From an optimization exercise on the open Yosys and OpenROAD flow, aimed at small area, a short achievable clock period and few clock cycles; shortcuts taken in it are not production practice.
Function was checked by simulation only, so behaviour that the tests miss may differ from the original.
Power is estimated from default activity; no workload was simulated.

== the previous run ==
// cvfp
module cvfp (
    input  wire        clk,
    input  wire        rst,
    input  wire        cmd_valid,
    output wire        cmd_ready,
    input  wire [3:0]  cmd_op,
    input  wire [15:0] cmd_a,
    input  wire [7:0]  cmd_b,
    input  wire        pv_valid,
    output wire        pv_ready,
    input  wire [7:0]  pv_data,
    output reg         rsp_valid,
    output reg  [2:0]  rsp_code,
    output reg  [15:0] rsp_data
);
    localparam BUFSZ = 258;
    localparam F     = 10;           
    localparam M     = BUFSZ - F;    
    localparam QN    = 4;            
    localparam QW    = 2;
    localparam OP_CLR   = 4'h0;
    localparam OP_PUSH  = 4'h1;
    localparam OP_RDB   = 4'h2;
    localparam OP_ENC   = 4'h3;
    localparam OP_SUM   = 4'h4;
    localparam OP_VAL   = 4'h5;
    localparam OP_WFQ   = 4'h6;
    localparam OP_FSZ   = 4'h7;
    localparam OP_GETF  = 4'h8;
    localparam OP_GETB  = 4'h9;
    localparam OP_GETSB = 4'hA;
    localparam OP_GETH  = 4'hB;
    localparam OP_RDST  = 4'hC;
    localparam R_OK         = 3'd0;
    localparam R_ERR        = 3'd1;
    localparam R_UNDERRUN   = 3'd2;
    localparam R_OVERFLOW   = 3'd3;
    localparam R_PARAMLEN   = 3'd4;
  ...
Size in the first run: ~4300 cells after synthesis, roughly 2400 flip-flops, ~62 I/O pins, about 63000 um^2 of cells after synthesis.
==> flow/config.mk <==
export PLATFORM = sky130hd
export DESIGN_NAME = cvfp
export DESIGN_NICKNAME = cvfp
export VERILOG_FILES = /design/flow/design.v
export SDC_FILE = /design/flow/constraint.sdc
export NUM_CORES = 4
export LEC_CHECK = 0
export ABC_CLOCK_PERIOD_IN_PS = 3000
export CAP_MARGIN = 20
export CORE_MARGIN = 2
export CORE_UTILIZATION = 60
export PLACE_DENSITY = 0.7
export SLEW_MARGIN = 20
export TNS_END_PERCENT = 100
==> flow/constraint.sdc <==
create_clock -name core_clock -period 10.0 [get_ports {clk}]
set_input_delay 2.0000 -clock core_clock [delete_from_list [all_inputs] [get_ports {clk}]]
set_output_delay 2.0000 -clock core_clock [all_outputs]
set_load 0.01 [all_outputs]
standard.sh (not shown) runs the stock make flow with config.mk's settings and CLKGATE_MAP_FILE= SYNTH_SCRIPT=/design/flow/synth_recipe.tcl, a recipe that flattens the netlist after the stock synthesis.
==> flow/flow/run.sh <==
#!/bin/bash
set -euo pipefail
bash standard.sh SETUP_SLACK_MARGIN=${MARGIN:-6.8} \
  "BUFFER_PORTS_ARGS=-buffer_cell sky130_fd_sc_hd__buf_4" \
  "CTS_ARGS=-sink_clustering_enable -repair_clock_nets -dont_use_dummy_load -sink_clustering_size 20 -sink_clustering_max_diameter 60 -sink_clustering_buffer sky130_fd_sc_hd__clkbuf_8" \
  finish > standard.log 2>&1
Testbench counts of the previous run, summed over its fixed seeds: cycles 50,654.
diff inputs: the previous run => the current run
-- flow/design.v --
<<< the previous run, line 88
    reg          f_sum  [0:QN-1];
    reg [QW-1:0] f_rd, f_wr;
    reg [QN-1:0] f_occ;          
    assign cmd_ready = s_empty;
    assign pv_ready  = pv_rdy;
>>> the current run, line 88
    reg          f_sum  [0:QN-1];
    reg [QW-1:0] f_rd, f_wr;
    reg [QW:0]   f_cnt;
    assign cmd_ready = s_empty;
    assign pv_ready  = pv_rdy;
<<< the previous run, line 104
    wire q_out  = q_v && (!(q_ring && q_rd) || (q_go && !q_new));
    wire q_adv  = !q_v || q_out;
    wire q_room = !f_occ[QN-1] && !(f_occ[QN-2] && q_v);
    reg r_can;
    always @(*) begin
>>> the current run, line 104
    wire q_out  = q_v && (!(q_ring && q_rd) || (q_go && !q_new));
    wire q_adv  = !q_v || q_out;
    wire q_room = (f_cnt + q_v) < QN;
    reg r_can;
    always @(*) begin
<<< the previous run, line 328
            end
        end else if (do_enc) begin
            s_a <= r_a[7:0] + r_a[15:8] + r_b + 8'd3;
            dl    <= 10'd3;
            np    <= enc_p;
>>> the current run, line 328
            end
        end else if (do_enc) begin
            s_a <= r_a[7:0] + (enc_p + 8'd3) + r_b;
            dl    <= 10'd3;
            np    <= enc_p;
<<< the previous run, line 454
        endcase
    end
    wire f_empty  = !f_occ[0];
    wire sum_ok   = bytes_in && !p_v;                
    wire q_ok     = q_out && (!q_enc || !bw) && (!q_sum || sum_ok);
    wire pop_reg  = !f_empty && (!f_enc[f_rd] || !bw) && (!f_sum[f_rd] || sum_ok);
    wire pop_pv   = !f_empty && f_enc[f_rd] && bw && pv_rdy && tk_one;
    wire f_pop    = pop_reg || (pop_pv && pv_valid);
    wire head_ok  = f_empty ? q_ok : f_pop;
    wire head_sum = f_empty ? q_sum : f_sum[f_rd];
    wire sum_out  = head_sum && (f_empty ? q_ok : pop_reg);
    wire f_push   = q_out && !(f_empty && q_ok);
    wire [QW-1:0] f_rd_1 = (f_rd == QN - 1) ? 0 : f_rd + 1'b1;
    always @(posedge clk) begin
        if (rst) begin
>>> the current run, line 454
        endcase
    end
    wire f_empty  = (f_cnt == 0);
    wire sum_ok   = bytes_in && !p_v;                
    wire q_ok     = q_out && (!q_enc || !bw) && (!q_sum || sum_ok);
    wire f_ok     = (!f_enc[f_rd] || !bw || last_tk) && (!f_sum[f_rd] || sum_ok);
    wire head_ok  = f_empty ? q_ok : f_ok;
    wire head_sum = f_empty ? q_sum : f_sum[f_rd];
    wire sum_out  = head_ok && head_sum;
    wire f_pop    = !f_empty && f_ok;
    wire f_push   = q_out && !(f_empty && q_ok);
    wire [QW:0] f_cnt_up = f_cnt + 1'b1;
    wire [QW:0] f_cnt_dn = f_cnt - 1'b1;
    always @(posedge clk) begin
        if (rst) begin
<<< the previous run, line 470
            f_rd      <= 0;
            f_wr      <= 0;
            f_occ     <= 0;
        end else begin
            rsp_valid <= head_ok;
            if (f_pop)
                f_rd <= f_rd_1;
            if (f_push)
                f_wr <= (f_wr == QN - 1) ? 0 : f_wr + 1'b1;
            if (f_push && !f_pop)
                f_occ <= {f_occ[QN-2:0], 1'b1};
            else if (f_pop && !f_push)
                f_occ <= {1'b0, f_occ[QN-1:1]};
        end
        if (head_sum) begin
>>> the current run, line 470
            f_rd      <= 0;
            f_wr      <= 0;
            f_cnt     <= 0;
        end else begin
            rsp_valid <= head_ok;
            if (f_pop)
                f_rd <= (f_rd == QN - 1) ? 0 : f_rd + 1'b1;
            if (f_push)
                f_wr <= (f_wr == QN - 1) ? 0 : f_wr + 1'b1;
            if (f_push && !f_pop)
                f_cnt <= f_cnt_up;
            else if (f_pop && !f_push)
                f_cnt <= f_cnt_dn;
        end
        if (head_sum) begin
[summary]
[compare] base=the previous run new=the current run: worst hold path depth comparable, overall via count from detail_route now larger, area growth from synthesis to layout comparable, total power now larger, post-place instance area comparable.
Flip-flop and latch count after synthesis essentially unchanged between the current run and the previous run.
Summary: with the previous run as the reference, final-layout clock buffer total in the current run moved up by a few percent.
On post-DP HPWL, the higher figure sits with the previous run, not the current run.
Share of the synthesized area in compound gates (AO/OA/AOI/OAI): the current run and the previous run compared, higher one is the current run
Testbench counts of the current run, summed over its fixed seeds: cycles 50,654.

-- what the ideal ports hide --
The flow's constraints put no driver on any port. The routed layouts listed below were extracted and timed again, unchanged, in two steps. Step 1, drivers: a clkbuf_16 drives clk and a buf_2 each remaining input, both assumed. Step 2, shift: input delay + t, output delay - t, t = (earliest + latest rising clock arrival at the registers) / 2. This alone moves slack from input paths to output paths. Slacks: no drivers / after step 1 / after step 2; pairs: no drivers / after step 1.
run | t, ns | setup WS [ns] | worst setup path at the end | worst slew at a driven data input, ns
the previous run | 0.785 | 6.787 / 6.717 / 6.094 | input to register | 0.04
the current run | 0.762 | 6.781 / 6.725 / 6.014 | input to register | 0.07
After both steps setup and hold are still met in every run listed. The setup slack of the current run, which loses most, moves by -0.056 ns with the drivers and by -0.767 ns with both steps.
